What follows belongs to an exercise in optimizing a design on an open flow for small area, a short achievable clock period and few clock cycles per item; a production flow would make more cautious choices.
In this exercise RTL edits were held to simulation tests only and were not proved equivalent to the original.

[flow/design.v]
module blep_osc (
    input  wire        clk,
    input  wire        rst,         
    input  wire        cfg_we,
    input  wire [2:0]  cfg_addr,
    input  wire [31:0] cfg_data,
    input  wire        in_valid,
    output wire        in_ready,
    output reg         out_valid,
    output reg  [31:0] out_y
);
    localparam [31:0] ONE      = 32'd65536;
    localparam [31:0] F_MIN    = 32'd655;           
    localparam [31:0] F_RST    = 32'd28835840;      
    localparam [31:0] GM_ONE   = 32'd1073741824;    
    localparam [31:0] PW_NORM  = 32'h80000000;      
    localparam [31:0] PW_JC    = 32'd2276332667;    
    localparam integer R = 4;                       
    reg [31:0] freq, target, gsteps, stg_target, stg_mult;
    reg [16:0] gneg, gone, gtwo;     
    reg [8:0]  bneg, bone, btwo;     
    reg [8:0]  sneg, sone, stwo;     
    reg [8:0]  nneg, none, ntwo;     
    function [50:0] benc17(input [31:0] v);
        reg [34:0] b;
        integer k;
        begin
            b = {2'b00, v, 1'b0};
            for (k = 0; k < 17; k = k + 1) begin
                benc17[34 + k] = b[2*k+2];
                benc17[17 + k] = b[2*k+1] ^ b[2*k];
                benc17[k]      = (b[2*k+2] & ~b[2*k+1] & ~b[2*k]) | (~b[2*k+2] & b[2*k+1] & b[2*k]);
            end
        end
    endfunction
    function [26:0] benc9(input [16:0] v);
        reg [18:0] b;
        integer k;
        begin
            b = {1'b0, v, 1'b0};
            for (k = 0; k < 9; k = k + 1) begin
                benc9[18 + k] = b[2*k+2];
                benc9[9 + k]  = b[2*k+1] ^ b[2*k];
                benc9[k]      = (b[2*k+2] & ~b[2*k+1] & ~b[2*k]) | (~b[2*k+2] & b[2*k+1] & b[2*k]);
            end
        end
    endfunction
    reg        jc;
    reg [31:0] phase, subphase;
    reg [1:0] pend;
    assign in_ready = (pend != 2'd3);
    wire acc = in_valid & in_ready;
    wire [63:0] gprod;
    bmul #(17, 33, 64) u_gmul (.neg(gneg), .one(gone), .two(gtwo), .x({1'b0, freq}), .a(64'd0), .p(gprod));
    wire [31:0] mg    = gprod[61:30];
    wire [31:0] gnext = (gsteps == 32'd1) ? target : ((mg < F_MIN) ? F_MIN : mg);
    reg v1, nc1;         
    reg v2, nc2;         
    wire c_done;
    wire c_free = ~v2 | c_done;
    wire d_move = v1 & c_free;
    wire issue  = ((pend != 2'd0) | acc) & (~v1 | d_move);
    wire direct = issue & (gsteps == 32'd0) & ~v1 & c_free;
    wire [47:0] f48   = {16'd0, freq};
    wire [47:0] kprod = (f48 << 16) + (f48 << 15) - (f48 << 10) + (f48 << 7) - (f48 << 4) - f48;
    reg  [31:0] dtr;
    wire [31:0] dts = dtr >> 1;
    wire [31:0] pw  = jc ? PW_JC : PW_NORM;
    wire [31:0] bt0 = phase;
    wire [31:0] bt1 = phase - pw;
    wire [31:0] bt2 = subphase;
    wire [31:0] bt3 = subphase + 32'h80000000;
    wire [31:0] nt0 = -bt0, nt1 = -bt1, nt2 = -bt2, nt3 = -bt3;
    wire [3:0] low  = {bt3 < dts, bt2 < dts, bt1 < dtr, bt0 < dtr};
    wire [3:0] high = {(bt3 != 32'd0) && (nt3 < dts), (bt2 != 32'd0) && (nt2 < dts),
                       (bt1 != 32'd0) && (nt1 < dtr), (bt0 != 32'd0) && (nt0 < dtr)};
    reg [3:0]  slot_ok, slot_new;
    reg [16:0] slot_v0, slot_v1, slot_v2, slot_v3;    
    wire [3:0] hit  = nc2 ? (slot_ok & low) : 4'd0;
    wire [3:0] zt   = low & {bt3 == 32'd0, bt2 == 32'd0, bt1 == 32'd0, bt0 == 32'd0};
    wire [3:0] need = (low | high) & ~hit & ~zt;
    localparam [1:0] C_CHK = 2'd0, C_DIV = 2'd1, C_SQ = 2'd2;
    reg [1:0]  cst;
    reg [3:0]  pm;                   
    reg [1:0]  ck;                   
    reg        cneg;
    reg [31:0] rem;
    reg [33:0] bd3;                  
    reg [15:0] q;
    reg [1:0]  cnt;
    reg signed [17:0] b0r, b1r, b2r, b3r;
    function [1:0] first(input [3:0] m);
        first = m[0] ? 2'd0 : m[1] ? 2'd1 : m[2] ? 2'd2 : 2'd3;
    endfunction
    function [31:0] sel32(input [1:0] k, input [31:0] a0, input [31:0] a1,
                          input [31:0] a2, input [31:0] a3);
        case (k)
            2'd0: sel32 = a0;
            2'd1: sel32 = a1;
            2'd2: sel32 = a2;
            default: sel32 = a3;
        endcase
    endfunction
    wire [3:0]  ldmask = (cst == C_CHK) ? need : pm;
    wire [1:0]  lk     = first(ldmask);
    wire [3:0]  ldec   = 4'd1 << lk;
    wire        llow   = |(low & ldec);
    wire [31:0] ldd    = lk[1] ? dts : dtr;
    wire [31:0] lt     = llow ? sel32(lk, bt0, bt1, bt2, bt3) : sel32(lk, nt0, nt1, nt2, nt3);
    reg  [31:0] bd;                  
    reg [31:0] dr;
    reg [15:0] dq;
    reg [34:0] m1, m2, m3;
    integer i;
    always @(*) begin
        dr = rem;
        dq = q;
        for (i = 0; i < R / 2; i = i + 1) begin
            m1 = {1'b0, dr, 2'b00} - {3'b0, bd};
            m2 = {1'b0, dr, 2'b00} - {2'b0, bd, 1'b0};
            m3 = {1'b0, dr, 2'b00} - {1'b0, bd3};
            if (!m3[34]) begin
                dr = m3[31:0]; dq = {dq[13:0], 2'd3};
            end else if (!m2[34]) begin
                dr = m2[31:0]; dq = {dq[13:0], 2'd2};
            end else if (!m1[34]) begin
                dr = m1[31:0]; dq = {dq[13:0], 2'd1};
            end else begin
                dr = {dr[29:0], 2'b00}; dq = {dq[13:0], 2'd0};
            end
        end
    end
    wire rnz = (rem != 32'd0);
    reg [31:0] qsq;
    integer j;
    always @(*) begin
        qsq = 32'd0;
        for (j = 0; j < 16; j = j + 1)
            qsq = qsq + (((({16'd0, q} >> (j + 1)) << (2 * j + 2)) | (32'd1 << (2 * j))) & {32{q[j]}});
    end
    wire [16:0] s1   = qsq[31:16];
    wire [32:0] qsq1 = {1'b0, qsq} + {16'd0, q, 1'b1};       
    wire signed [17:0] q2   = $signed({1'b0, q, 1'b0});
    wire signed [17:0] s1s  = $signed({1'b0, s1});
    wire signed [17:0] newb = cneg ? (s1s - q2 + $signed(18'd65536))
                                   : (q2 - s1s - $signed(18'd65536));
    wire [16:0] slot_calc = rnz ? qsq1[32:16] : s1;
    wire signed [17:0] e0 = hit[0] ? -$signed({1'b0, slot_v0}) : zt[0] ? -18'sd65536 : 18'sd0;
    wire signed [17:0] e1 = hit[1] ? -$signed({1'b0, slot_v1}) : zt[1] ? -18'sd65536 : 18'sd0;
    wire signed [17:0] e2 = hit[2] ? -$signed({1'b0, slot_v2}) : zt[2] ? -18'sd65536 : 18'sd0;
    wire signed [17:0] e3 = hit[3] ? -$signed({1'b0, slot_v3}) : zt[3] ? -18'sd65536 : 18'sd0;
    wire fin = (cst == C_SQ);
    wire signed [17:0] b0 = fin ? ((ck == 2'd0) ? newb : b0r) : e0;
    wire signed [17:0] b1 = fin ? ((ck == 2'd1) ? newb : b1r) : e1;
    wire signed [17:0] b2 = fin ? ((ck == 2'd2) ? newb : b2r) : e2;
    wire signed [17:0] b3 = fin ? ((ck == 2'd3) ? newb : b3r) : e3;
    wire [3:0] ckdec = 4'd1 << ck;
    assign c_done = v2 & ((fin & (pm == 4'd0)) | ((cst == C_CHK) & (need == 4'd0)));
    reg [16:0] ph0;
    reg        sqpos, subpos;
    wire signed [18:0] nv_sq  = sqpos ? 19'sd65536 : -19'sd65536;
    wire signed [18:0] nv_sub = subpos ? 19'sd65536 : -19'sd65536;
    wire signed [17:0] saw_c  = $signed({1'b0, ph0}) - $signed(18'd65536) - b0r;
    wire signed [18:0] sqw_c  = nv_sq + b0r - b1r;
    wire signed [18:0] sub_c  = nv_sub + b2r - b3r;
    reg v3, v4, v5, v6;
    reg signed [18:0] sqw, sub;
    reg signed [19:0] dsq;           
    reg        c1;
    reg signed [20:0] mainv, subp, mixv;
    wire [15:0] xl1_c, yl1_c;
    bmul #(8, 17, 16) u_xl1 (.neg(bneg[7:0]), .one(bone[7:0]), .two(btwo[7:0]), .x({1'b0, saw_c[15:0]}), .a(16'd0), .p(xl1_c));
    bmul #(8, 17, 16) u_yl1 (.neg(bneg[7:0]), .one(bone[7:0]), .two(btwo[7:0]), .x({1'b0, sqw_c[15:0]}), .a(16'd0), .p(yl1_c));
    wire c1_c = (yl1_c != 16'd0) && (yl1_c <= xl1_c);
    wire [37:0] pz;
    bmul #(9, 20, 38) u_pz (.neg(bneg), .one(bone), .two(btwo), .x(dsq),
                            .a({{3{sqw[18]}}, sqw, 16'd0} - {21'd0, c1, 16'd0}), .p(pz));
    wire signed [20:0] main_c = pz[36:16];
    wire [36:0] ps;
    bmul #(9, 19, 37) u_ps (.neg(sneg), .one(sone), .two(stwo), .x(sub), .a(37'd0), .p(ps));
    wire signed [20:0] subp_c = ps[36:16];
    wire [38:0] pmx;
    bmul #(9, 21, 39) u_pm (.neg(nneg), .one(none), .two(ntwo), .x(mainv),
                            .a({{2{subp[20]}}, subp, 16'd0}), .p(pmx));
    wire signed [20:0] mix_c = pmx[36:16];
    wire signed [37:0] mx = mixv;
    wire signed [37:0] pe = (mx <<< 16) - (mx <<< 14) - (mx <<< 12) + (mx <<< 10) + (mx <<< 8) - (mx <<< 1);
    wire signed [21:0] out_c = pe >>> 16;
    function [16:0] clamp01(input [31:0] v);
        if (v[31])
            clamp01 = 17'd0;
        else if (v > ONE)
            clamp01 = ONE[16:0];
        else
            clamp01 = v[16:0];
    endfunction
    wire [16:0] cl = clamp01(cfg_data);
    always @(posedge clk) begin
        if (c_free) dtr <= kprod[47:16];
        if (c_done) begin
            ph0    <= phase[31:15];
            sqpos  <= (phase < pw);
            subpos <= ~subphase[31];
        end
        sqw  <= sqw_c;
        dsq  <= saw_c - sqw_c;
        c1   <= c1_c;
        sub  <= sub_c;
        mainv <= main_c;
        subp  <= subp_c;
        mixv  <= mix_c;
        out_y <= {{10{out_c[21]}}, out_c};
    end
    always @(posedge clk) begin
        if (rst) begin
            out_valid  <= 1'b0;
            freq       <= F_RST;
            target     <= F_RST;
            {gneg, gone, gtwo} <= benc17(GM_ONE);
            gsteps     <= 32'd0;
            stg_target <= F_RST;
            stg_mult   <= GM_ONE;
            {bneg, bone, btwo} <= benc9(ONE[16:0]);
            {sneg, sone, stwo} <= benc9(17'd0);
            {nneg, none, ntwo} <= benc9(ONE[16:0]);
            jc         <= 1'b0;
            phase      <= 32'd0;
            subphase   <= 32'd0;
            pend       <= 2'd0;
            v1         <= 1'b0;
            v2         <= 1'b0;
            v3         <= 1'b0;
            v4         <= 1'b0;
            v5         <= 1'b0;
            v6         <= 1'b0;
            cst        <= C_CHK;
            slot_ok    <= 4'd0;
            slot_new   <= 4'd0;
        end else begin
            pend <= pend + {1'b0, acc} - {1'b0, issue};
            if (issue) begin
                if (gsteps != 32'd0) begin
                    gsteps <= gsteps - 32'd1;
                    freq   <= gnext;
                end
                nc1 <= (gsteps == 32'd0);
            end
            if (issue & ~direct)
                v1 <= 1'b1;
            else if (d_move)
                v1 <= 1'b0;
            if (d_move | direct) begin
                v2  <= 1'b1;
                nc2 <= ~d_move | nc1;
            end else if (c_done)
                v2 <= 1'b0;
            case (cst)
                C_CHK: if (v2 && need != 4'd0) begin
                    b0r  <= e0;
                    b1r  <= e1;
                    b2r  <= e2;
                    b3r  <= e3;
                    pm   <= need & ~ldec;
                    ck   <= lk;
                    cneg <= ~llow;
                    rem  <= lt;
                    bd   <= ldd;
                    bd3  <= {2'b00, ldd} + {1'b0, ldd, 1'b0};
                    q    <= 16'd0;
                    cnt  <= 2'd0;
                    cst  <= C_DIV;
                end
                C_DIV: begin
                    rem <= dr;
                    q   <= dq;
                    cnt <= cnt + 2'd1;
                    if (cnt == 2'd3) cst <= C_SQ;
                end
                C_SQ: begin
                    case (ck)
                        2'd0: b0r <= newb;
                        2'd1: b1r <= newb;
                        2'd2: b2r <= newb;
                        2'd3: b3r <= newb;
                    endcase
                    if (cneg) begin
                        slot_new <= slot_new | ckdec;
                        case (ck)
                            2'd0: slot_v0 <= slot_calc;
                            2'd1: slot_v1 <= slot_calc;
                            2'd2: slot_v2 <= slot_calc;
                            2'd3: slot_v3 <= slot_calc;
                        endcase
                    end
                    if (pm != 4'd0) begin
                        pm   <= pm & ~ldec;
                        ck   <= lk;
                        cneg <= ~llow;
                        rem  <= lt;
                    bd   <= ldd;
                    bd3  <= {2'b00, ldd} + {1'b0, ldd, 1'b0};
                        q    <= 16'd0;
                        cnt  <= 2'd0;
                        cst  <= C_DIV;
                    end else
                        cst <= C_CHK;
                end
                default: cst <= C_CHK;
            endcase
            if (c_done) begin
                b0r      <= b0;
                b1r      <= b1;
                b2r      <= b2;
                b3r      <= b3;
                phase    <= phase + dtr;
                subphase <= subphase + dts;
                slot_ok  <= slot_new | ((fin & cneg) ? ckdec : 4'd0);
                slot_new <= 4'd0;
            end
            v3        <= c_done;
            v4        <= v3;
            v5        <= v4;
            v6        <= v5;
            out_valid <= v6;
            if (cfg_we) begin
                slot_ok <= 4'd0;
                case (cfg_addr)
                    3'd0: begin
                        freq     <= (cfg_data < F_MIN) ? F_MIN : cfg_data;
                        target   <= (cfg_data < F_MIN) ? F_MIN : cfg_data;
                        gsteps   <= 32'd0;
                        {gneg, gone, gtwo} <= benc17(GM_ONE);
                        phase    <= 32'd0;
                        subphase <= 32'd0;
                    end
                    3'd1: stg_target <= (cfg_data < F_MIN) ? F_MIN : cfg_data;
                    3'd2: stg_mult   <= cfg_data;
                    3'd3: begin
                        target <= stg_target;
                        {gneg, gone, gtwo} <= benc17(stg_mult);
                        gsteps <= (cfg_data == 32'd0) ? 32'd1 : cfg_data;
                    end
                    3'd4: {bneg, bone, btwo} <= benc9(cl);
                    3'd5: begin
                        {sneg, sone, stwo} <= benc9(cl);
                        {nneg, none, ntwo} <= benc9(ONE[16:0] - cl);
                    end
                    3'd6: if (cfg_data <= 32'd1) jc <= cfg_data[0];
                    3'd7: begin
                        phase    <= 32'd0;
                        subphase <= 32'd0;
                    end
                endcase
            end
        end
    end
endmodule
module bmul #(parameter NR = 17, parameter XW = 33, parameter OW = 64) (
    input  wire [NR-1:0] neg, one, two,
    input  wire [XW-1:0] x,             
    input  wire [OW-1:0] a,             
    output wire [OW-1:0] p              
);
    localparam W = XW + 1;
    function [OW-1:0] cst(input integer dummy);
        integer j;
        reg [OW+W+2*NR:0] c;
        begin
            c = 0;
            for (j = 0; j < NR; j = j + 1)
                c = c + ({{(OW+2*NR+1){1'b0}}, 1'b1} << (W - 1 + 2 * j));
            cst = -c[OW-1:0];
        end
    endfunction
    localparam [OW-1:0] C = cst(0);
    reg [OW-1:0] acc;
    reg [W-1:0] pp, row;
    reg [OW+W+2*NR:0] t;
    integer j;
    always @(*) begin
        acc = C + a;
        for (j = 0; j < NR; j = j + 1) begin
            pp  = two[j] ? {x, 1'b0} : one[j] ? {x[XW-1], x} : {W{1'b0}};
            row = pp ^ {W{neg[j]}};
            t   = {{(OW+2*NR+1){1'b0}}, ~row[W-1], row[W-2:0]} << (2 * j);
            acc = acc + t[OW-1:0] + ({{(OW-1){1'b0}}, neg[j]} << (2 * j));
        end
    end
    assign p = acc;
endmodule
[flow/flow/run.sh]
#!/bin/bash
# Standard layout, with the timing repair steps aiming well below the clock
# period (the clock and constraints are unchanged).
set -euo pipefail
bash standard.sh SETUP_SLACK_MARGIN=14 finish > make_finish.log 2>&1
[flow/standard.sh]
#!/bin/bash
# synth_recipe.tcl (not shown) runs the flow's synth.tcl, then flattens the netlist and writes it again
# the make line also repeats each setting of config.mk as NAME=value (left out here)
make -C /OpenROAD-flow-scripts/flow DESIGN_CONFIG=/design/flow/config.mk WORK_HOME=/design/flow/orfs CLKGATE_MAP_FILE= SYNTH_SCRIPT=/design/flow/synth_recipe.tcl "${@:-finish}"
[flow/config.mk]
export PLATFORM = sky130hd
export DESIGN_NAME = blep_osc
export DESIGN_NICKNAME = blep_osc
export VERILOG_FILES = /design/flow/design.v
export SDC_FILE = /design/flow/constraint.sdc
export NUM_CORES = 4
export LEC_CHECK = 0
export ABC_AREA = 1
export CAP_MARGIN = 20
export CORE_MARGIN = 2
export CORE_UTILIZATION = 40
export SLEW_MARGIN = 20
[flow/constraint.sdc]
create_clock -name core_clock -period 20.0 [get_ports {clk}]
set_input_delay 4.0000 -clock core_clock [delete_from_list [all_inputs] [get_ports {clk}]]
set_output_delay 4.0000 -clock core_clock [all_outputs]
set_load 0.01 [all_outputs]
==> flow_summary.ini, run 1 <==
[outcome]
outcome = finished clean

[setup_path]
critPathKind = flip-flop to flip-flop
critPathLaunchType = flip-flop
endpoint_kind = flip-flop
crit_top_cell = nand2_1
slowest_stage = edfxtp_1
required_ns = 20.78
cp_max_fo = 6
crit_family = adder cells
r2r_start = ph0[0]
critPathBufInv = 10
max_stage_delay_ns = 0.79
crit_start = ph0[0]
arrival_ns = 8.41

[cts]
clock_latency_ns = 0.89
holdBufCountCts = 0
cts_buffer_depth = 4
numCtsBuffers = 107
clk_pin_slew_worst_paths_ns = 0.07
cts_max_level = 3
cts_tree = yes
clock_sinks = 827
cts_root_buf = clkbuf_16

[final_layout]
fin_util = 0.487
final_common_cell = inv_1
design_area_sq_um = 163000
nets = 20800
drive_above_1_share = 0.173
syn2layout_area_growth_pct = 20.9
mostFrequentLayoutCells = inv_1, nand2_1, xor2_1

[logic_synthesis]
syn_nets = 20400
ys_seq_area_frac = 0.147
netlist_area_sq_um = 135000
synth_cell_type_count = 70
ys_ff_latch = 827
synthArstFlopShare = 0
synth-main-ff-cell = dfxtp_1
yosys_warnings = 6
synth_area_per_cell_sq_um = 7.63
synthCells = 17600
synth_edf_count = 315

[job]
drv_cap = 0

[place]
port_buffers = 72
place.gp.congestion = 1.01
dpl.hpwl_um = 383000
place_area_sq_um = 141000

[timing]
fmax_mhz = 131
tns_ns = 0
rsz0062_at_grt = yes
setup_viol = 0
drv_slew = 0
period_needed_ns = 7.64
tightestPinTransition_ns = 1.11
relSlewSlack = 0.262
finalCritPeriodShare = 0.382
finalHoldViolations = 0
finClkSkew_ns = 0.0829
fin_hold_ws_ns = 0.381

[drt]
drc = 0
firstDrtPassIters = 10
wl_per_cell_um = 24.5
drt_iter0_drc = 14500
drt-total-wl_um = 553000
via_count = 130000
viasPerCell = 5.76
detail-route-antenna-nets = 0

[die]
die_x_um = 584
core-area_sq_um = 334000
chipHeight_um = 584
start_util = 0.402
io_pins = 73
rows = 212
die_area_sq_um = 341000

[global_route]
grt_pass1_wl_um = 794000
grt_usage = 0.307
antenna_found_initial = 33
grt_pass1_vias = 125000
grt_overflow = 0
grt_max_degree = 92

[hold_path]
hold_path.class = flip-flop to flip-flop
min-delay-start = v3
cells in the mapped netlist (all sizes together), types with 4 or more instances:
library cell  number  share of area
or2               56         0.0026
nor4              58         0.0029
fa              1211           0.18
a221oi            12        0.00078
o22ai           1090          0.051
nor3             154         0.0059
o211ai            98         0.0055
ha              1520           0.14
a21oi           1273          0.047
a21boi            43         0.0024
xor2            1596           0.10
xnor2            228          0.015
and2               8        0.00037
nand3b            39         0.0022
inv             2749          0.077
o31ai             33         0.0018
o221ai            16         0.0010
nand2           2694          0.076
o21ai           1056          0.039
a22oi             18         0.0010
clkbuf           602          0.017
buf              196         0.0065
edfxtp           315          0.070
dfxtp            512          0.076
a31oi             69         0.0032
nor2            1077          0.031
a21o              58         0.0032
a211oi            31         0.0017
nand3            514          0.019
o21a              32         0.0018
o211a              5        0.00037
o41ai              4        0.00026
clkinv            64         0.0018
o21bai            58         0.0032
o2111ai           13        0.00085
nand4            116         0.0055
path summary, 6_finish.rpt:
check,depth (start not counted),slack [ns],end
hold / removal,2,0.38,v4
setup / recovery,46,12.36,c1
setup reg to reg,46,12.36,c1
hold reg to reg,2,0.38,v4
layer usage:
layer | vias to the layer above | part of all wire | GRT usage | routed length (um)
li1 | 59000 | - | - | -
met1 | 62500 | 0.39 | 0.393 | 218000
met2 | 6737 | 0.43 | 0.470 | 237000
met3 | 1619 | 0.11 | 0.0824 | 60200
met4 | 24 | 0.067 | 0.163 | 36800
met5 | - | 0.00062 | 0.00336 | 343
repair_timing:
item                                     CTS  global route
pin swaps                                385           414
resized for setup                       1514          1089
endpoints found under the setup margin   719           580
hold endpoints to repair                   0             0
buffers inserted                         469           286
gates cloned                              64            36
cell type report:
class / count / area (sq um)
Antenna cell: 21 / 52.6
Sequential cell: 827 / 20000
Clock buffer: 134 / 2870
Inverter: 2813 / 11300
Multi-Input combinational cell: 13200 / 110000
Clock inverter: 62 / 712
Timing Repair inverter: 20 / 149
Fill cell: 32100 / 172000
Tap cell: 4387 / 5490
Timing Repair Buffer: 1102 / 12000
worst reg2reg max path, delay by kind of cell, from the launching register on:
kind / cells / cell delay (ns)
fa+ha+maj: 9 / 3.13
compound gates: 7 / 1.09
flops: 1 / 0.79
buf+inv: 10 / 0.65
xor+xnor: 2 / 0.38
simple gates: 18 / 1.46
registers in the layout (all words and copies together), names as in the netlist, 21 cells and up:
name        count
bd3            33
bd             32
dtr            32
freq           32
gsteps         32
phase          32
rem            32
stg_mult       32
stg_target     32
subphase       32
target         32
out_y          22
mainv          21
mixv           21
subp           21
through the flow:
step	cells	worst slack, ns
after detailed placement	21500	11.27
final	22600	12.36
after global routing	22600	12.01
after global placement	21500	11.24
after CTS	22200	12.47
after floorplan	17600	13.12
kinds of logic (layout without fill, tap and decap cells):
logic type	Yosys count	after routing	synth area share
multiplexers	2	2	0.000149
AND/OR/NAND/NOR	4727	4732	0.146
other	0	21	0
adder cells (fa/ha/maj)	2731	2731	0.322
flip-flops	827	827	0.147
XOR/XNOR	1824	1824	0.119
AO/OA/AOI/OAI	3918	3918	0.165
buffers and inverters	3611	4131	0.102
Testbench counts, summed over its fixed seeds: cycles 6,901, samples 4,800.
==> inputs of run 2 (changes only) <==
==> flow/flow/run.sh (replaced) <==
#!/bin/bash
# Standard layout, with the timing repair steps aiming well below the clock
# period (the clock and constraints are unchanged).
set -euo pipefail
bash standard.sh SETUP_SLACK_MARGIN=13 finish > make_finish.log 2>&1
--- a/flow/config.mk
+++ b/flow/config.mk
@@ -8,5 +8,5 @@
 export ABC_AREA = 1
 export CAP_MARGIN = 20
 export CORE_MARGIN = 2
-export CORE_UTILIZATION = 40
+export CORE_UTILIZATION = 55
 export SLEW_MARGIN = 20
==> run 2 against run 1 <==
Still clean on timing, DRC and antenna; die area fell by 27%; wire length fell by 6.1%; maximum frequency grew 2.3%; final cell count shrank 6.5%; clock skew rose by 0.0026 ns; count of clock-buffer cells in the layout down 10; flip-flop and latch count unchanged; via count fell by 1.1%; global-route usage grew 9.8 points; critical path depth rose by 6; critical path type unchanged.
==> flow_summary.ini, run 2 <==
[outcome]
outcome = finished clean

[die]
die_area_sq_um = 249000
start_util = 0.553
io_pins = 73
die_x_um = 499
chipHeight_um = 499
core-area_sq_um = 243000
rows = 181

[logic_synthesis]
yosys_warnings = 6
ys_top_cells_by_count = inv_1, nand2_1, xor2_1
synthMuxAreaShare = 0.000149
netlist_area_sq_um = 135000
synth_cell_type_count = 70
synthCells = 17600
yosysMostFrequentCell = inv_1
synth_edf_count = 315
synth_simple_gate_area_frac = 0.146
syn_nets = 20400
yosysTopAreaCellShare = 0.180
synth-compound-area-share = 0.165
synth_top_cell_by_area = fa_1
ys_seq_area_frac = 0.147
synth-xor-area-share = 0.119
synthAdderAreaFrac = 0.322
netlist_top_cells_area = fa_1, ha_1, xor2_1, dfxtp_1, inv_1
synth_area_per_cell_sq_um = 7.63
synth-main-ff-cell = dfxtp_1
synthArstFlopShare = 0
ys_ff_latch = 827
synth_top_family_by_area = adder cells

[global_route]
antenna_found_initial = 22
grt_pass1_wl_um = 772000
grt_overflow = 0
grt_max_degree = 104
grt_pass1_vias = 123000
grt_usage = 0.405

[place]
dpl.hpwl_um = 371000
port_buffers = 72
place.gp.congestion = 1.01

[setup_path]
slowest_stage = dfxtp_4
critPathKind = flip-flop to flip-flop
crit_top_cell = nand2_2
required_ns = 20.53
crit_family = simple AND/OR/NAND/NOR gates
endpoint_kind = flip-flop
cp_max_fo = 6
arrival_ns = 7.99
max_stage_delay_ns = 0.37
critPathBufInv = 7
critPathLaunchType = flip-flop

[drt]
drt_iter0_drc = 14100
drc = 0
wl_per_cell_um = 24.6
firstDrtPassIters = 7
via_count = 128000
drt-total-wl_um = 519000
viasPerCell = 6.09
detail-route-antenna-nets = 0

[cts]
clock_sinks = 827
cts_max_level = 3
cts_root_buf = clkbuf_16
cts_tree = yes
clk_pin_slew_worst_paths_ns = 0.06
numCtsBuffers = 98
holdBufCountCts = 0
clock_latency_ns = 0.80
cts_buffer_depth = 3

[timing]
finalHoldViolations = 0
fin_hold_ws_ns = 0.400
rsz0062_at_grt = yes
finalCritPeriodShare = 0.373
relSlewSlack = 0.129
tightestPinTransition_ns = 1.31
finClkSkew_ns = 0.0855
fmax_mhz = 134
period_needed_ns = 7.47
tns_ns = 0
drv_slew = 0
setup_viol = 0

[final_layout]
mostFrequentLayoutCells = inv_1, nand2_1, xor2_1
largest-register = bd3
nets = 20600
fin_util = 0.635
syn2layout_area_growth_pct = 14.8
drive_above_1_share = 0.121
final_common_cell = inv_1
largest_reg_flops = 33

[job]
drv_cap = 0

[hold_path]
hold_path.class = flip-flop to flip-flop
## run 2: cell counts after synthesis
Identical to the previous run, type by type.
## run 2: final cells by class
type	count	area (sq um)
timing repair buffer	846	9460
fill	21800	88800
inverter	2813	10800
antenna	16	40.0
timing repair inverter	4	22.5
clock buffer	124	2700
clock inverter	59	812
sequential	827	19800
tap	3202	4010
multi-input combinational	13200	107000
## run 2: cell families after synthesis
logic type | after synthesis
buf+inv | 3611
simple gates | 4727
xor+xnor | 1824
flops | 827
fa+ha+maj | 2731
mux | 2
compound gates | 3918
## run 2: path summary, 6_finish.rpt
check	from	endpoint	slack, ns	depth (start not counted)
worst max-delay path	jc	bd3[31]	12.53	52
worst min-delay path	v4	v5	0.40	2
worst max register to register	jc	bd3[31]	12.53	52
worst min register to register	v4	v5	0.40	2
## run 2: per-layer routing
layer	up-vias	track usage	routed length (um)
met5	-	0.00174	264
met4	29	0.205	31700
met3	1694	0.117	59600
met2	6963	0.595	217000
met1	61300	0.540	211000
li1	58500	-	-
## run 2: metrics by stage
step | setup slack (ns) | instances | cell area [sq um]
after floorplan | 12.96 | 17600 | 135000
after global placement | 10.35 | 20400 | 138000
after detailed placement | 10.40 | 20400 | 138000
after CTS | 12.53 | 21000 | 151000
after global routing | 12.16 | 21100 | 154000
final | 12.53 | 21100 | 154000
## run 2: worst register-to-register path, delay by kind of cell, from the launching register on
family          cells  cell delay, ns
xor+xnor            2            0.30
flops               1            0.37
simple gates       31            3.29
fa+ha+maj           4            1.15
compound gates      8            1.36
buf+inv             7            0.71
## run 2: what timing repair did
action                     4_1_cts  5_1_grt
setup endpoints to repair      408      231
gates resized for setup       1159      646
setup buffers                  359      125
cloned                          49        3
pin swaps                      325      339
==> inputs of run 3 (changes only) <==
--- a/flow/design.v
+++ b/flow/design.v
@@ -106,6 +106,8 @@
     wire [3:0]  ldec   = 4'd1 << lk;
     wire        llow   = |(low & ldec);
     wire [31:0] ldd    = lk[1] ? dts : dtr;
+    wire [33:0] dt3    = {2'b00, dtr} + {1'b0, dtr, 1'b0};
+    wire [33:0] dts3   = {2'b00, dts} + {1'b0, dts, 1'b0};
     wire [31:0] lt     = llow ? sel32(lk, bt0, bt1, bt2, bt3) : sel32(lk, nt0, nt1, nt2, nt3);
     reg  [31:0] bd;                  
     reg [31:0] dr;
@@ -265,7 +267,7 @@
                     cneg <= ~llow;
                     rem  <= lt;
                     bd   <= ldd;
-                    bd3  <= {2'b00, ldd} + {1'b0, ldd, 1'b0};
+                    bd3  <= lk[1] ? dts3 : dt3;
                     q    <= 16'd0;
                     cnt  <= 2'd0;
                     cst  <= C_DIV;
@@ -298,7 +300,7 @@
                         cneg <= ~llow;
                         rem  <= lt;
                     bd   <= ldd;
-                    bd3  <= {2'b00, ldd} + {1'b0, ldd, 1'b0};
+                    bd3  <= lk[1] ? dts3 : dt3;
                         q    <= 16'd0;
                         cnt  <= 2'd0;
                         cst  <= C_DIV;
--- a/flow/config.mk
+++ b/flow/config.mk
@@ -8,5 +8,5 @@
 export ABC_AREA = 1
 export CAP_MARGIN = 20
 export CORE_MARGIN = 2
-export CORE_UTILIZATION = 55
+export CORE_UTILIZATION = 45
 export SLEW_MARGIN = 20
==> run 3 against run 2 <==
Design area rose by 1.6%; final cell count rose by 6.0%; worst setup slack improved by 0.17 ns; non-clock buffer count fell by 130; largest cell class unchanged.
==> flow_summary.ini, run 3 <==
[die]
core-area_sq_um = 304000
die_area_sq_um = 310000
die_x_um = 557
chipHeight_um = 557
start_util = 0.453
io_pins = 73
rows = 202

[setup_path]
r2r_slack_ns = 12.70
max_stage_delay_ns = 0.57
cp_max_fo = 3
critPathKind = flip-flop to flip-flop
critPathLaunchType = flip-flop
slowest_stage = fa_1
required_ns = 20.72
crit_top_cell = nand2_1
arrival_ns = 8.02
endpoint_kind = flip-flop

[place]
dpl.hpwl_um = 407000
port_buffers = 72
post-place-ws_ns = 11.21
place.gp.congestion = 1.04

[cts]
cts_root_buf = clkbuf_16
cts_tree = yes
holdBufCountCts = 0
numCtsBuffers = 108
cts_buffer_depth = 4
cts_max_level = 3
clock_sinks = 827
clock_latency_ns = 0.87
clk_pin_slew_worst_paths_ns = 0.06

[final_layout]
register_area_sq_um = 19800
nets = 21000
mostFrequentLayoutCells = inv_1, nand2_1, xor2_1
largest_reg_flops = 34
largest-register = bd3
final_common_cell = inv_1
multi_input_area_sq_um = 109000
drive_above_1_share = 0.108
syn2layout_area_growth_pct = 14.1
fillers = 29600

[drt]
detail-route-antenna-nets = 0
drt-total-wl_um = 559000
drt_iter0_drc = 14100
firstDrtPassIters = 6
viasPerCell = 5.88
drc = 0
via_count = 132000
wl_per_cell_um = 25.0

[logic_synthesis]
ys_ff_latch = 827
yosysTopAreaCellShare = 0.176
yosysMostFrequentCell = inv_1
netlist_top_cells_area = fa_1, ha_1, xor2_1, inv_1, dfxtp_1
syn_nets = 20900
ys_top_cells_by_count = inv_1, nand2_1, xor2_1
synth-main-ff-cell = dfxtp_1
synth_cell_type_count = 80
netlist_area_sq_um = 138000
synth_edf_count = 315
synthArstFlopShare = 0
synthCells = 18200
yosys_warnings = 6
synth_area_per_cell_sq_um = 7.58
synth_top_cell_by_area = fa_1
ys_seq_area_frac = 0.143

[job]
drv_cap = 0

[timing]
period_needed_ns = 7.30
tns_ns = 0
fin_hold_ws_ns = 0.400
setup_viol = 0
finalHoldViolations = 0
drv_slew = 0
finClkSkew_ns = 0.0770
finalCritPeriodShare = 0.365
rsz0062_at_grt = yes
fmax_mhz = 137
setup_ws_ns = 12.70
relSlewSlack = 0.214
tightestPinTransition_ns = 1.18

[global_route]
antenna_found_initial = 20
grt_max_degree = 92
grt_overflow = 0
grt_usage = 0.346
grt_pass1_wl_um = 814000
grt_pass1_vias = 126000

[outcome]
outcome = finished clean

[hold_path]
hold_path.class = flip-flop to flip-flop
==> run 3: changes by cell type in the layout (fill, tap and decap cells not counted), moves of 30 or more <==
| cell | before | now |
|---|---|---|
| nor2_1 | 936 | 1118 |
| nor3_1 | 110 | 146 |
| nand2_1 | 2457 | 2548 |
| clkbuf_16 | 101 | 131 |
| nand4_1 | 113 | 157 |
| inv_1 | 2567 | 2692 |
| o21ai_0 | 927 | 830 |
| nand3_1 | 468 | 521 |
| buf_6 | 84 | 52 |
| buf_4 | 513 | 411 |
| a31oi_1 | 62 | 92 |
| a21oi_1 | 1195 | 1156 |
==> run 3: stage by stage <==
stage / instances / utilization / instance area (sq um)
after floorplan: 18200 / - / 138000
after global placement: 21800 / 0.468 / 142000
after detailed placement: 21800 / 0.468 / 142000
after CTS: 22200 / 0.498 / 151000
after global routing: 22400 / 0.517 / 157000
final: 22400 / 0.517 / 157000
==> run 3: critical path, delay by kind of cell (launching register included) <==
| kind | cells | cell delay [ns] |
|---|---|---|
| and+or+nand+nor | 16 | 1.32 |
| adders and majority gates | 9 | 3.45 |
| buffers and inverters | 9 | 0.68 |
| xor gates and xnor gates | 2 | 0.38 |
| DFF | 1 | 0.48 |
| AOI/OAI and AO/OA | 6 | 0.83 |
==> run 3: cell type report <==
class | count | area share
Antenna cell | 9 | 0.000144
Timing Repair inverter | 3 | 0.000144
Tap cell | 4080 | 0.0325
Clock buffer | 142 | 0.0186
Timing Repair Buffer | 716 | 0.0535
Sequential cell | 827 | 0.126
Inverter | 2942 | 0.0724
Multi-Input combinational cell | 13600 | 0.692
Clock inverter | 53 | 0.00427
==> run 3: layer usage <==
metal	vias to the layer above	track usage	part of all wire
met5	-	0	0.00012
met4	12	0.153	0.056
met3	1291	0.0702	0.10
met2	6622	0.518	0.42
met1	63700	0.479	0.43
li1	59900	-	-
==> run 3: cell families (layout without fill, tap and decap cells) <==
kind of cell               after synthesis  count (layout)  synth area share
AOI/OAI and AO/OA                     3911            3911             0.163
buffers and inverters                 3740            3856             0.104
adders and majority gates             2733            2733             0.315
other                                    0               9                 0
and+or+nand+nor                       5081            5088             0.156
DFF                                    827             827             0.143
muxes                                    2               2          0.000146
xor gates and xnor gates              1859            1859             0.119
==> run 3: timing repair <==
item,4_1_cts,5_1_grt
pin swaps,130,318
gates resized for setup,829,840
cloned,32,25
buffers inserted,162,181
setup endpoints to repair,423,362
==> run 3: worst paths after layout <==
check	depth (start not counted)	from	endpoint
worst max-delay path	42	b0r[1]	c1
worst min-delay path	2	v6	out_valid
worst max register to register	42	b0r[1]	c1
worst min register to register	2	v6	out_valid
Testbench counts of run 3, summed over its fixed seeds: cycles 6,901, samples 4,800.
==> inputs of run 4 (changes only) <==
==> flow/flow/run.sh (replaced) <==
#!/bin/bash
# Standard layout, with the timing repair steps aiming well below the clock
# period (the clock and constraints are unchanged).
set -euo pipefail
bash standard.sh SETUP_SLACK_MARGIN=12 finish > make_finish.log 2>&1
--- a/flow/config.mk
+++ b/flow/config.mk
@@ -8,5 +8,5 @@
 export ABC_AREA = 1
 export CAP_MARGIN = 20
 export CORE_MARGIN = 2
-export CORE_UTILIZATION = 45
+export CORE_UTILIZATION = 40
 export SLEW_MARGIN = 20
==> run 4 against run 3 <==
Global-route usage decreased by 4.7 points.
==> flow_summary.ini, run 4 <==
[final_layout]
mostFrequentLayoutCells = inv_1, nand2_1, xor2_1
nets = 20700
multi_input_area_sq_um = 105000
syn2layout_area_growth_pct = 8.65
register_area_sq_um = 19700
largest_reg_flops = 34
final_common_cell = inv_1
layout.cells.non_filler = 22500
fillers = 35300
largest-register = bd3
drive_above_1_share = 0.0579

[global_route]
grt_max_degree = 87
busiest_layer = met2
grt.met3_usage = 0.0563
met2_usage = 0.470
grt_pass1_wl_um = 795000
globalRouteMet1Util = 0.403
grt_usage = 0.299
grt_pass1_vias = 124000
antenna_found_initial = 23
grt_overflow = 0

[die]
die_area_sq_um = 349000
start_util = 0.401
rows = 215
chipHeight_um = 590
die_x_um = 590
core-area_sq_um = 343000
io_pins = 73

[timing]
setup_viol = 0
finClkSkew_ns = 0.0679
fin_hold_ws_ns = 0.399
finalCritPeriodShare = 0.386
rsz0062_at_grt = yes
tns_ns = 0
period_needed_ns = 7.72
drv_slew = 0
fmax_mhz = 129
relSlewSlack = 0.205
finalHoldViolations = 0
tightestPinTransition_ns = 1.18

[setup_path]
arrival_ns = 8.48
crit_top_cell = nor2_1
critPathKind = flip-flop to flip-flop
endpoint_kind = flip-flop
critPathLaunchType = flip-flop
cp_max_fo = 32
crit_family = adder cells
max_stage_delay_ns = 0.62
required_ns = 20.75
critPathBufInv = 8
slowest_stage = fa_1

[cts]
holdBufCountCts = 0
numCtsBuffers = 109
clk_pin_slew_worst_paths_ns = 0.06
cts_tree = yes
clock_latency_ns = 0.87
cts_max_level = 3
cts_root_buf = clkbuf_16
clock_sinks = 827
cts_buffer_depth = 4

[job]
drv_cap = 0

[logic_synthesis]
synth_cell_type_count = 80
synth_area_per_cell_sq_um = 7.58
synthArstFlopShare = 0
ys_top_cells_by_count = inv_1, nand2_1, xor2_1
netlist_area_sq_um = 138000
synth_edf_count = 315
ys_ff_latch = 827
synth-main-ff-cell = dfxtp_1
yosys_warnings = 6
syn_nets = 20900
synthCells = 18200
ys_seq_area_frac = 0.143
synth_top_cell_by_area = fa_1
yosysTopAreaCellShare = 0.176
yosysMostFrequentCell = inv_1
netlist_top_cells_area = fa_1, ha_1, xor2_1, inv_1, dfxtp_1

[place]
port_buffers = 72
dpl.cell_count = 22300
place.gp.congestion = 0.989
dpl.hpwl_um = 414000

[drt]
drt_iter0_drc = 13600
drc = 0
via_count = 128000
detail-route-antenna-nets = 0
firstDrtPassIters = 7
viasPerCell = 5.67
drt-total-wl_um = 538000
wl_per_cell_um = 23.8

[hold_path]
hold_path.class = flip-flop to flip-flop

[outcome]
outcome = finished clean
run 4: final timing paths:
| check | slack [ns] | cells past startpoint | start | end |
|---|---|---|---|---|
| setup / recovery | 12.28 | 35 | gtwo[13] | freq[5] |
| hold / removal | 0.40 | 2 | v3 | v4 |
| setup reg to reg | 12.28 | 35 | gtwo[13] | freq[5] |
| hold reg to reg | 0.40 | 2 | v3 | v4 |
run 4: cell type report:
cell class | count | area share
Multi-Input combinational cell | 13600 | 0.700
Sequential cell | 827 | 0.132
Inverter | 2942 | 0.0748
Tap cell | 4557 | 0.0382
Timing Repair Buffer | 421 | 0.0303
Clock buffer | 128 | 0.0193
Clock inverter | 71 | 0.00555
Antenna cell | 13 | 0.000218
run 4: repair_timing:
action                                  4_1_cts  5_1_grt
gates resized for setup                     132      393
pin swaps                                     2       22
buffers inserted                             26       39
endpoints found under the setup margin      101      239
cloned                                        0       18
run 4: metal layers:
| layer | vias up | share of wire |
|---|---|---|
| li1 | 59200 | - |
| met1 | 61400 | 0.42 |
| met2 | 5847 | 0.44 |
| met3 | 1288 | 0.091 |
| met4 | 12 | 0.051 |
| met5 | - | 0.00014 |
run 4: metrics by stage:
step           worst slack [ns]  area, sq um   util
2_1_floorplan             12.35       138000      -
3_3_place_gp              11.10       143000  0.417
3_5_place_dp              11.12       143000  0.417
4_1_cts                   11.99       147000  0.430
5_1_grt                   11.82       149000  0.436
6_report                  12.28       149000  0.436
run 4: logic make-up after synthesis:
| family | synth area share |
|---|---|
| AOI/OAI and AO/OA | 0.163 |
| xor gates and xnor gates | 0.119 |
| adders and majority gates | 0.315 |
| buffers and inverters | 0.104 |
| DFF | 0.143 |
| muxes | 0.000146 |
| and+or+nand+nor | 0.156 |
run 4: tightest hold or removal path, delay by kind of cell, from the launching register on:
| kind | cells | cell delay [ns] |
|---|---|---|
| DFF | 1 | 0.29 |
| buffers and inverters | 1 | 0.04 |
| and+or+nand+nor | 1 | 0.03 |

[port drivers added, routing unchanged]
Ports are ideal in the flow. The routed layouts listed here were re-timed in OpenROAD. Step 1 assumes that a clkbuf_16 drives the clock port and a buf_2 every other input. Step 2 times the ports against the registers' clock, not the clock port: input delays grow and output delays shrink by t, the midpoint of the rising clock arrivals with the driver on. Three values: ideal ports, drivers, drivers and shift; two values: the first two.
run	t, ns	setup slack, ns	worst setup path after step 2	worst register clock-pin slew, ns	worst slew at a driven data input, ns
run 1	0.967	12.365 / 12.365 / 12.365	register to register	0.08 / 0.08	0.31
run 2	0.854	12.533 / 12.533 / 12.265	input to register	0.08 / 0.08	0.17
run 3	0.946	12.702 / 12.702 / 12.248	input to register	0.07 / 0.07	0.09
run 4	0.933	12.277 / 12.277 / 11.669	input to register	0.07 / 0.07	0.31
After both steps every run listed still meets setup and hold. The setup slack of run 4, which loses most, moves by 0.000 ns with the drivers and by -0.608 ns with both steps.
